This design comes from an exercise in tuning for small area, a short achievable clock period and few clock cycles on the open sky130 flow, not from production work. In this exercise RTL edits were held to simulation tests only and were not proved equivalent to the original. No activity file was given, so power comes from the tool's default toggle rates.

==> design.v <==
module pwe_encoder (
    input  wire         clk,
    input  wire         rst,
    input  wire         req_valid,
    output wire         req_ready,
    input  wire [15:0]  req_opcode,
    input  wire [15:0]  req_version,
    input  wire [31:0]  req_request_id,
    input  wire [31:0]  f_status,
    input  wire [31:0]  f_word,
    input  wire [31:0]  f_vnet_id,
    input  wire [15:0]  f_vlan_id,
    input  wire [15:0]  f_port,
    input  wire [7:0]   f_src_prefix_len,
    input  wire [7:0]   f_dst_prefix_len,
    input  wire [47:0]  f_mac,
    input  wire [47:0]  f_mac2,
    input  wire [127:0] f_ip,
    input  wire [127:0] f_ip2,
    output wire         tx_valid,
    input  wire         tx_ready,
    output wire [7:0]   tx_data,
    output wire         tx_last,
    output reg          ev_valid,
    output wire [7:0]   ev_code,
    output wire [15:0]  ev_opcode,
    output wire [31:0]  ev_request_id
);
    localparam [7:0] EV_ENCODE_UNKNOWN_OPCODE = 8'h05;
    reg [8:0] cls_r;
    wire op_hi0 = (req_opcode[15:4] == 12'd0);
    wire dcls_p = op_hi0 & ((req_opcode[3:0] == 4'h1) | (req_opcode[3:0] == 4'h2));
    wire dcls_c3 = op_hi0 & ((req_opcode[3:0] == 4'h3));
    wire dcls_c4 = op_hi0 & ((req_opcode[3:0] == 4'h4));
    wire dcls_c5 = op_hi0 & ((req_opcode[3:0] == 4'h5));
    wire dcls_c6 = op_hi0 & ((req_opcode[3:0] == 4'h6));
    wire dcls_c9 = op_hi0 & ((req_opcode[3:0] == 4'h9));
    wire dcls_cc = op_hi0 & ((req_opcode[3:0] == 4'hC));
    wire dcls_ce = op_hi0 & ((req_opcode[3:0] == 4'hE));
    wire dcls_cf = op_hi0 & ((req_opcode[3:0] == 4'hF));
    wire dknown = dcls_p | dcls_c3 | dcls_c4 | dcls_c5 | dcls_c6 | dcls_c9 | dcls_cc | dcls_ce | dcls_cf;
    wire [8:0] dcls = {dcls_p, dcls_c3, dcls_c4, dcls_c5, dcls_c6, dcls_c9, dcls_cc, dcls_ce, dcls_cf};
    wire cls_p = cls_r[8];
    wire cls_c3 = cls_r[7];
    wire cls_c4 = cls_r[6];
    wire cls_c5 = cls_r[5];
    wire cls_c6 = cls_r[4];
    wire cls_c9 = cls_r[3];
    wire cls_cc = cls_r[2];
    wire cls_ce = cls_r[1];
    wire cls_cf = cls_r[0];
    wire [5:0] psz = ({6{cls_p}} & 6'd0) | ({6{cls_c3}} & 6'd12) | ({6{cls_c4}} & 6'd20) | ({6{cls_c5}} & 6'd24) | ({6{cls_c6}} & 6'd28) | ({6{cls_c9}} & 6'd20) | ({6{cls_cc}} & 6'd4) | ({6{cls_ce}} & 6'd40) | ({6{cls_cf}} & 6'd46);
    reg        fresh;         
    reg        known_r;       
    reg        ev_p;          
    reg [3:0]  fl;            
    reg [7:0]  fh;            
    reg        cfetch;        
    reg        cpend;         
    reg [15:0] hw_r;
    reg [31:0] crc;
    reg [3:0]  bcnt;          
    reg        hdr_done;      
    reg        bfull;         
    reg        blast;         
    reg        bsel;          
    reg [8:0]  q0, q1;        
    reg        q0v, q1v;
    reg        rdy;           
    wire h_0 = fl[0] & fh[0];
    wire h_1 = fl[1] & fh[0];
    wire h_2 = fl[2] & fh[0];
    wire h_3 = fl[3] & fh[0];
    wire h_4 = fl[0] & fh[1];
    wire h_5 = fl[1] & fh[1];
    wire h_6 = fl[2] & fh[1];
    wire h_7 = fl[3] & fh[1];
    wire h_8 = fl[0] & fh[2];
    wire h_9 = fl[1] & fh[2];
    wire h_10 = fl[2] & fh[2];
    wire h_11 = fl[3] & fh[2];
    wire h_12 = fl[0] & fh[3];
    wire h_13 = fl[1] & fh[3];
    wire h_14 = fl[2] & fh[3];
    wire h_15 = fl[3] & fh[3];
    wire h_16 = fl[0] & fh[4];
    wire h_17 = fl[1] & fh[4];
    wire h_18 = fl[2] & fh[4];
    wire h_19 = fl[3] & fh[4];
    wire h_20 = fl[0] & fh[5];
    wire h_21 = fl[1] & fh[5];
    wire h_22 = fl[2] & fh[5];
    wire h_23 = fl[3] & fh[5];
    wire h_24 = fl[0] & fh[6];
    wire h_25 = fl[1] & fh[6];
    wire h_26 = fl[2] & fh[6];
    wire h_27 = fl[3] & fh[6];
    wire h_28 = fl[0] & fh[7];
    wire h_29 = fl[1] & fh[7];
    wire h_30 = fl[2] & fh[7];
    wire h_31 = fl[3] & fh[7];
    wire at_last = (cls_p & h_7) | (cls_c3 & h_13) | (cls_c4 & h_17) | (cls_c5 & h_19) | (cls_c6 & h_21) | (cls_c9 & h_17) | (cls_cc & h_9) | (cls_ce & h_27) | (cls_cf & h_30);
    wire s_0 = h_0;
    wire s_1 = h_1;
    wire s_2 = h_3;
    wire s_3 = h_4;
    wire s_4 = h_5;
    wire s_5 = (cls_c3 & h_8) | (cls_c6 & h_10) | (cls_cf & h_16);
    wire s_6 = (cls_c3 & h_9) | (cls_c6 & h_11) | (cls_cf & h_17);
    wire s_7 = (cls_c3 & h_10) | (cls_c6 & h_12) | (cls_cf & h_18);
    wire s_8 = (cls_c3 & h_12) | (cls_c5 & h_18) | (cls_ce & h_8) | (cls_cf & h_12);
    wire s_9 = (cls_c3 & h_13) | (cls_c5 & h_19) | (cls_ce & h_9) | (cls_cf & h_13);
    wire s_10 = (cls_c4 & h_8) | (cls_c6 & h_9) | (cls_cc & h_9) | (cls_cf & h_9);
    wire s_11 = (cls_c4 & h_9) | (cls_c6 & h_13) | (cls_cf & h_22);
    wire s_12 = (cls_c4 & h_10) | (cls_c5 & h_8) | (cls_c6 & h_14) | (cls_c9 & h_10) | (cls_ce & h_12) | (cls_cf & h_23);
    wire s_13 = (cls_c4 & h_11) | (cls_c5 & h_9) | (cls_c6 & h_15) | (cls_c9 & h_11) | (cls_ce & h_13) | (cls_cf & h_24);
    wire s_14 = (cls_c4 & h_12) | (cls_c5 & h_10) | (cls_c6 & h_16) | (cls_c9 & h_12) | (cls_ce & h_14) | (cls_cf & h_25);
    wire s_15 = (cls_c4 & h_13) | (cls_c5 & h_11) | (cls_c6 & h_17) | (cls_c9 & h_13) | (cls_ce & h_15) | (cls_cf & h_26);
    wire s_16 = (cls_c4 & h_14) | (cls_c5 & h_12) | (cls_c6 & h_18) | (cls_c9 & h_14) | (cls_ce & h_16) | (cls_cf & h_27);
    wire s_17 = (cls_c4 & h_15) | (cls_c5 & h_13) | (cls_c6 & h_19) | (cls_c9 & h_15) | (cls_ce & h_17) | (cls_cf & h_28);
    wire s_18 = (cls_c4 & h_16) | (cls_c5 & h_14) | (cls_c6 & h_20) | (cls_c9 & h_16) | (cls_ce & h_18) | (cls_cf & h_29);
    wire s_19 = (cls_c4 & h_17) | (cls_c5 & h_15) | (cls_c6 & h_21) | (cls_c9 & h_17) | (cls_ce & h_19) | (cls_cf & h_30);
    wire s_20 = (cls_c5 & h_16) | (cls_c9 & h_8) | (cls_cf & h_10);
    wire s_21 = (cls_c5 & h_17) | (cls_c9 & h_9) | (cls_cf & h_11);
    wire s_22 = (cls_c6 & h_8) | (cls_cc & h_8) | (cls_cf & h_8);
    wire s_23 = (cls_ce & h_10) | (cls_cf & h_14);
    wire s_24 = (cls_ce & h_20);
    wire s_25 = (cls_ce & h_21);
    wire s_26 = (cls_ce & h_22);
    wire s_27 = (cls_ce & h_23);
    wire s_28 = (cls_ce & h_24);
    wire s_29 = (cls_ce & h_25);
    wire s_30 = (cls_ce & h_26);
    wire s_31 = (cls_ce & h_27);
    wire s_32 = (cls_cf & h_15);
    wire s_33 = (cls_cf & h_19);
    wire s_34 = (cls_cf & h_20);
    wire s_35 = (cls_cf & h_21);
    wire [15:0] hw =
        ({16{s_0}} & req_version) |
        ({16{s_1}} & req_opcode) |
        ({16{s_2}} & {10'd0, psz}) |
        ({16{s_3}} & req_request_id[31:16]) |
        ({16{s_4}} & req_request_id[15:0]) |
        ({16{s_5}} & f_mac[47:32]) |
        ({16{s_6}} & f_mac[31:16]) |
        ({16{s_7}} & f_mac[15:0]) |
        ({16{s_8}} & f_vnet_id[31:16]) |
        ({16{s_9}} & f_vnet_id[15:0]) |
        ({16{s_10}} & f_status[15:0]) |
        ({16{s_11}} & f_port) |
        ({16{s_12}} & f_ip[127:112]) |
        ({16{s_13}} & f_ip[111:96]) |
        ({16{s_14}} & f_ip[95:80]) |
        ({16{s_15}} & f_ip[79:64]) |
        ({16{s_16}} & f_ip[63:48]) |
        ({16{s_17}} & f_ip[47:32]) |
        ({16{s_18}} & f_ip[31:16]) |
        ({16{s_19}} & f_ip[15:0]) |
        ({16{s_20}} & f_word[31:16]) |
        ({16{s_21}} & f_word[15:0]) |
        ({16{s_22}} & f_status[31:16]) |
        ({16{s_23}} & f_vlan_id) |
        ({16{s_24}} & f_ip2[127:112]) |
        ({16{s_25}} & f_ip2[111:96]) |
        ({16{s_26}} & f_ip2[95:80]) |
        ({16{s_27}} & f_ip2[79:64]) |
        ({16{s_28}} & f_ip2[63:48]) |
        ({16{s_29}} & f_ip2[47:32]) |
        ({16{s_30}} & f_ip2[31:16]) |
        ({16{s_31}} & f_ip2[15:0]) |
        ({16{s_32}} & {f_src_prefix_len, f_dst_prefix_len}) |
        ({16{s_33}} & f_mac2[47:32]) |
        ({16{s_34}} & f_mac2[31:16]) |
        ({16{s_35}} & f_mac2[15:0]);
    function [31:0] crc32_byte;
        input [31:0] c;
        input [7:0]  b;
        integer i;
        reg [31:0] r;
        begin
            r = c ^ {24'd0, b};
            for (i = 0; i < 8; i = i + 1)
                r = r[0] ? ((r >> 1) ^ 32'hEDB88320) : (r >> 1);
            crc32_byte = r;
        end
    endfunction
    wire [31:0] crc_next = crc32_byte(crc32_byte(crc, hw_r[15:8]), hw_r[7:0]);
    wire [31:0] crc_fin  = ~crc;
    reg [7:0] hbyte;
    always @(*) begin
        case (bcnt)
            4'd0:  hbyte = req_version[15:8];
            4'd1:  hbyte = req_version[7:0];
            4'd3:  hbyte = {4'd0, req_opcode[3:0]};
            4'd7:  hbyte = {2'd0, psz};
            4'd8:  hbyte = req_request_id[31:24];
            4'd9:  hbyte = req_request_id[23:16];
            4'd10: hbyte = req_request_id[15:8];
            4'd11: hbyte = req_request_id[7:0];
            4'd12: hbyte = crc_fin[31:24];
            4'd13: hbyte = crc_fin[23:16];
            4'd14: hbyte = crc_fin[15:8];
            4'd15: hbyte = crc_fin[7:0];
            default: hbyte = 8'd0;
        endcase
    end
    wire crc_ok   = ~cfetch & ~cpend;
    wire hdr_ok   = ~bcnt[3] | ~bcnt[2] | crc_ok;        
    wire space    = ~q1v;
    wire push_h   = known_r & space & ~hdr_done & hdr_ok;
    wire push_b   = known_r & space & hdr_done & bfull;
    wire push     = push_h | push_b;
    wire last_h   = cls_p & (bcnt == 4'd15);
    wire last_b   = bsel & blast;
    wire [8:0] pbyte = hdr_done ? {last_b, bsel ? hw_r[7:0] : hw_r[15:8]} : {last_h, hbyte};
    wire bfet     = ~cfetch & ~cls_p & ~blast & (~bfull | push_b & bsel);
    wire pop      = q0v & tx_ready;
    wire finish   = rdy | ev_valid;
    wire adv      = req_valid | ~fresh;                  
    assign req_ready = rdy | ev_valid;
    assign tx_valid  = q0v;
    assign tx_data   = q0[7:0];
    assign tx_last   = q0[8];
    assign ev_code       = EV_ENCODE_UNKNOWN_OPCODE;
    assign ev_opcode     = hw_r;
    assign ev_request_id = crc;
    always @(posedge clk) begin
        if (fresh)
            cls_r <= dcls;
        if (cfetch | bfet)
            hw_r <= hw;
        if (fresh)
            crc <= req_request_id | {32{dknown}};
        else if (cpend & known_r)
            crc <= crc_next;
        if (q1v) begin
            if (pop)
                q0 <= q1;
        end else if (push & (pop | ~q0v)) begin
            q0 <= pbyte;
        end else if (push) begin
            q1 <= pbyte;
        end
    end
    reg        fresh_n, known_n, ev_p_n, ev_n, cfetch_n, cpend_n;
    reg        hdr_done_n, bfull_n, blast_n, bsel_n, q0v_n, q1v_n;
    reg [3:0]  fl_n, bcnt_n;
    reg [7:0]  fh_n;
    always @(*) begin
        fresh_n    = fresh;
        known_n    = known_r;
        ev_p_n     = fresh & req_valid & ~dknown;
        ev_n       = ev_p;
        fl_n       = fl;
        fh_n       = fh;
        cfetch_n   = cfetch;
        cpend_n    = cpend;
        bcnt_n     = bcnt;
        hdr_done_n = hdr_done;
        bfull_n    = bfull;
        blast_n    = blast;
        bsel_n     = bsel;
        q0v_n      = q0v;
        q1v_n      = q1v;
        if (q1v) begin
            if (pop)
                q1v_n = 1'b0;
        end else if (push & (pop | ~q0v)) begin
            q0v_n = 1'b1;
        end else if (push) begin
            q1v_n = 1'b1;
        end else if (pop) begin
            q0v_n = 1'b0;
        end
        if (finish) begin
            fresh_n    = 1'b1;
            known_n    = 1'b0;
            fl_n       = 4'b0001;
            fh_n       = 8'b00000001;
            cfetch_n   = 1'b1;
            cpend_n    = 1'b0;
            bcnt_n     = 4'd0;
            hdr_done_n = 1'b0;
            bfull_n    = 1'b0;
            blast_n    = 1'b0;
            bsel_n     = 1'b0;
        end else begin
            if (fresh & req_valid) begin
                fresh_n = 1'b0;
                known_n = dknown;
            end
            cpend_n = cfetch & adv;
            if (cfetch & adv) begin
                if (~fresh & at_last) begin
                    cfetch_n = 1'b0;
                    fl_n     = 4'b0001;
                    fh_n     = 8'b00000100;
                end else begin
                    fl_n = {fl[2:0], fl[3]};
                    if (fl[3])
                        fh_n = {fh[6:0], fh[7]};
                end
            end
            if (bfet) begin
                fl_n    = {fl[2:0], fl[3]};
                if (fl[3])
                    fh_n = {fh[6:0], fh[7]};
                bfull_n = 1'b1;
                blast_n = at_last;
            end else if (push_b & bsel)
                bfull_n = 1'b0;
            if (push_h) begin
                bcnt_n = bcnt + 4'd1;
                if (bcnt == 4'd15)
                    hdr_done_n = 1'b1;
            end
            if (push_b)
                bsel_n = ~bsel;
        end
        if (rst) begin
            fresh_n    = 1'b1;
            known_n    = 1'b0;
            ev_p_n     = 1'b0;
            ev_n       = 1'b0;
            fl_n       = 4'b0001;
            fh_n       = 8'b00000001;
            cfetch_n   = 1'b1;
            cpend_n    = 1'b0;
            bcnt_n     = 4'd0;
            hdr_done_n = 1'b0;
            bfull_n    = 1'b0;
            blast_n    = 1'b0;
            bsel_n     = 1'b0;
            q0v_n      = 1'b0;
            q1v_n      = 1'b0;
        end
    end
    wire rdy_n = known_n & ~q1v_n &
                 (~hdr_done_n & cls_p & (bcnt_n == 4'd15) & ~cfetch_n & ~cpend_n |
                  hdr_done_n & bfull_n & bsel_n & blast_n);
    always @(posedge clk) begin
        fresh    <= fresh_n;
        known_r  <= known_n;
        ev_p     <= ev_p_n;
        ev_valid <= ev_n;
        fl       <= fl_n;
        fh       <= fh_n;
        cfetch   <= cfetch_n;
        cpend    <= cpend_n;
        bcnt     <= bcnt_n;
        hdr_done <= hdr_done_n;
        bfull    <= bfull_n;
        blast    <= blast_n;
        bsel     <= bsel_n;
        q0v      <= q0v_n;
        q1v      <= q1v_n;
        rdy      <= rdy_n;
    end
endmodule
==> flow/run.sh <==
#!/bin/bash
# Standard ORFS layout; the port buffers are the smallest buffer cell
# (buf_1) instead of the cell buffer_ports picks by default.
set -euo pipefail
bash standard.sh "BUFFER_PORTS_ARGS=-buffer_cell sky130_fd_sc_hd__buf_1" finish > orfs_make.log 2>&1
==> standard.sh <==
#!/bin/bash
# synth_recipe.tcl (not shown) runs the flow's synth.tcl, then flattens the netlist and writes it again
# the make line also repeats each setting of config.mk as NAME=value (left out here)
make -C /OpenROAD-flow-scripts/flow DESIGN_CONFIG=/design/flow/config.mk WORK_HOME=/design/flow/orfs CLKGATE_MAP_FILE= SYNTH_SCRIPT=/design/flow/synth_recipe.tcl "${@:-finish}"
==> config.mk <==
export PLATFORM = sky130hd
export DESIGN_NAME = pwe_encoder
export DESIGN_NICKNAME = pwe_encoder
export VERILOG_FILES = /design/flow/design.v
export SDC_FILE = /design/flow/constraint.sdc
export NUM_CORES = 4
export LEC_CHECK = 0
export CAP_MARGIN = 20
export CORE_MARGIN = 2
export CORE_UTILIZATION = 30
export PLACE_DENSITY = 0.5
export SETUP_SLACK_MARGIN = 3.2
export SLEW_MARGIN = 20
==> constraint.sdc <==
create_clock -name core_clock -period 6.0 [get_ports {clk}]
set_input_delay 1.2000 -clock core_clock [delete_from_list [all_inputs] [get_ports {clk}]]
set_output_delay 1.2000 -clock core_clock [all_outputs]
set_load 0.01 [all_outputs]
==> run notes <==
==> synth_stat cells, drive strengths merged, types with 29 or more instances <==
library cell	number
o21ai	42
o22ai	29
a22o	51
dfxtp	29
nand2	54
edfxtp	75
clkbuf	93
nor2	67
xnor2	88
nand3	50
a21oi	51
a222oi	33
a22oi	171
a221oi	45
==> stage by stage <==
step,cells,hold WS (ns),power (W),setup WS [ns]
global route,2316,0.473,0.0132,3.10
floorplan,1194,0.414,0.00809,3.24
CTS,2252,0.446,0.0122,3.00
finish,2326,0.456,0.0129,3.00
global placement,2195,0.423,0.0105,2.52
detailed placement,2195,0.426,0.0104,2.51
==> power by group through the flow <==
stage	Sequential [W]	Combinational (W)	Clock, W
4_1_cts	0.00139	0.0102	0.000668
6_report	0.00141	0.0108	0.000676
3_3_place_gp	0.00141	0.00913	0
3_5_place_dp	0.00141	0.00898	0
5_1_grt	0.00141	0.0111	0.000697
2_1_floorplan	0.00133	0.00677	0
==> cell type report <==
| cell class | count | area, µm² | area share |
|---|---|---|---|
| Multi-Input combinational cell | 956 | 7930 | 0.524 |
| Timing Repair Buffer | 737 | 3300 | 0.218 |
| Sequential cell | 104 | 2850 | 0.188 |
| Tap cell | 461 | 577 | 0.0382 |
| Clock buffer | 9 | 225 | 0.0149 |
| Inverter | 20 | 85.1 | 0.00563 |
| Antenna cell | 32 | 80.1 | 0.00530 |
| Clock inverter | 7 | 76.3 | 0.00505 |
==> cell families after synthesis <==
family / after synthesis / share of synthesized area
AOI/OAI and AO/OA: 499 / 0.351
and+or+nand+nor: 279 / 0.130
buffers and inverters: 136 / 0.0518
xor gates and xnor gates: 133 / 0.164
DFF: 104 / 0.265
muxes: 30 / 0.0321
adders and majority gates: 5 / 0.00585
other: 2 / 0.000702
==> metal layers <==
metal | track usage | up-vias | routed length [µm]
met2 | 0.759 | 1540 | 42800
met4 | 0.515 | 18 | 11800
met5 | 0 | - | 160
li1 | - | 6113 | -
met1 | 0.621 | 7862 | 35600
met3 | 0.171 | 400 | 12400
==> critical path, cell delays in order, from the launching register on <==
cell and delay, ns:
sky130_fd_sc_hd__dfxtp_2 0.45, sky130_fd_sc_hd__buf_6 0.26, sky130_fd_sc_hd__a22oi_1 0.31, sky130_fd_sc_hd__o21ai_4 0.20, sky130_fd_sc_hd__a222oi_1 0.89, sky130_fd_sc_hd__and3_1 0.28, sky130_fd_sc_hd__nand4_1 0.24
==> what timing repair did <==
action,4_1_cts,5_1_grt
resized for setup,73,61
pin swaps,19,35
endpoints found under the setup margin,110,40
cloned,0,3
setup buffers,41,39
==> final timing paths <==
path               from        to  slack, ns
hold reg to reg    ev_p  ev_valid       0.46
setup / recovery  fl[2]   hw_r[9]       3.00
hold / removal     ev_p  ev_valid       0.46
setup reg to reg  fl[2]   hw_r[9]       3.00
==> state kept, by name, indices dropped and copies added (netlist names), 4 cells and up <==
signal  cells
cls_r       9
crc        32
bcnt        4
fh          8
q0          9
hw_r       16
fl          4
q1          9
==> flow_summary.yaml <==
logic_synthesis:
  synth-edff-count: 75
  most_area_consuming_cells_after_synthesis: "sky130_fd_sc_hd__edfxtp_1 (21%), sky130_fd_sc_hd__a22oi_1 (12%), sky130_fd_sc_hd__xnor2_1 (5.8%)"
  share_of_async_settable_or_async_resettable_flops_after_synthesis: 0
  synth_area_um2: 10700
  synth.ff_latch_count: 104
  yosysWarningCount: 1
  post_synth_num_cell_types: 76
  synth-main-ff-cell: "sky130_fd_sc_hd__edfxtp_1"
  average_cell_area_after_synthesis_um2: 9.00
  yosysSeqAreaShare: 0.265
  cells_after_synthesis: 1188
  yosysTopAreaCellShare: 0.211
  synth_top_area_cell: "sky130_fd_sc_hd__edfxtp_1"
floorplanning:
  start_util: 0.303
  ioPinCount: 632
  fp.dieW_um: 193
  placement_rows: 69
  fp.dieArea_um2: 37200
  floorplan.die.height_um: 193
  core-area_um2: 35300
timing:
  final_hold_viol_count: 0
  finalSetupTns_ns: 0
  final.period_utilization: 0.500
  worst-slew-pin-transition_ns: 1.02
  setup_violations: 0
  grt_setup_unrepaired: "yes"
  final_min_period_ns: 3.00
  skew_ns: 0.0146
  maxClockFrequency_ghz: 0.334
  slew_headroom: 0.323
  slew_violations: 0
worst_setup_path:
  crit_path_start_kind: "register"
  timing.critical_path.arrival_ns: 3.04
  worstRegToRegCells: 6
  required_ns: 6.04
  critical_path.endpoint_type: "register"
  cp_max_fo: 29
  critical_path_class: "register to register"
placed_design:
  finalWeightedCongestion: 1.16
  buffer_ports.inserted: 623
  post_dp_cell_area_um2: 13400
  hpwl_um: 83400
cts:
  h_tree_lvl_count: 3
  cts_inserted_buffers: 9
  clkTransAtPathRegs_ns: 0.09
  clock_sink_count: 104
  cts_tree: "yes"
  cts_hold_buf: 0
  ctsRootBufferMaster: "sky130_fd_sc_hd__clkbuf_16"
  maximum_clock_insertion_buffer_count: 2
  worstSkewPairLatency_ns: 0.39
global_routing:
  grt.total_usage: 0.533
  grt_overflow: 0
  grt_max_degree: 58
  first_global_vias: 14270
  grt_first_pass_wirelength_um: 129000
  grt_antenna_before_repair: 38
detailed_routing:
  ant_nets: 0
  initialDrtViolationCount: 2953
  remaining_drc_errors: 0
  routed_wire_length_per_instance_um: 44.2
  via_per_inst: 6.85
  firstDrtPassIters: 8
  wirelength_um: 103000
  via_count: 15933
power:
  power_density_nw_per_um2: 850
  vdd_drop_max_mv: 0.988
  power_switching_share: 0.441
  power.sequential.fraction: 0.110
  power.internal_w: 0.00718
  clkPwrFrac: 0.053
  power_switching_w: 0.00567
  p_leak_nw: 5.15
  part_of_the_power_in_combinational_logic: 0.838
status:
  run_status: "timing/DRC/antenna clean"
layout:
  area_grow_syn2layout_pct: 41.3
  finish.instance_area_um2: 15100
  most_frequent_standard_cell_in_the_layout_excluding_fill_and_tap_cells: "sky130_fd_sc_hd__buf_1"
  layout_common_cells: "sky130_fd_sc_hd__buf_1 (620), sky130_fd_sc_hd__a22oi_1 (154), sky130_fd_sc_hd__buf_4 (102)"
  num-fill-cells: 3789
  nets: 2397
  final_standard_cell_utilization_of_the_core: 0.428
  share_of_post_route_cells_with_drive_strength_above_1: 0.156
flow_run:
  timing.max_cap.violations: 0
min_path:
  timing.hold.worst_path_depth: 1
  hold_path_class: "register to register"
Testbench counts, summed over its fixed seeds: cycles 147,057.

## what the ideal ports hide
In the flow no input, the clock included, has a driving cell. The finished layout below was timed again as built, in two steps. Step 1: set_driving_cell puts a clkbuf_16 on clk and a buf_2 on each other input, an assumption about the parent block. Step 2 adds t to the input delays and takes it off the output delays; t is the mean of the earliest and latest rising clock arrival at the registers after step 1. Input paths then give back, and output paths get back, about the clock's delay inside the block. Three values: ideal ports, drivers, drivers and shift; two values: the first two.
t, ns: 0.434
setup slack, ns: 3.003 / 3.003 / 2.728
latest minus earliest clock arrival (ns): 0.015 / 0.014
worst data-port slew with drivers (ns): 0.26
After both steps setup and hold are still met in this run. The setup slack of this run moves by 0.000 ns with the drivers and by -0.275 ns with both steps.
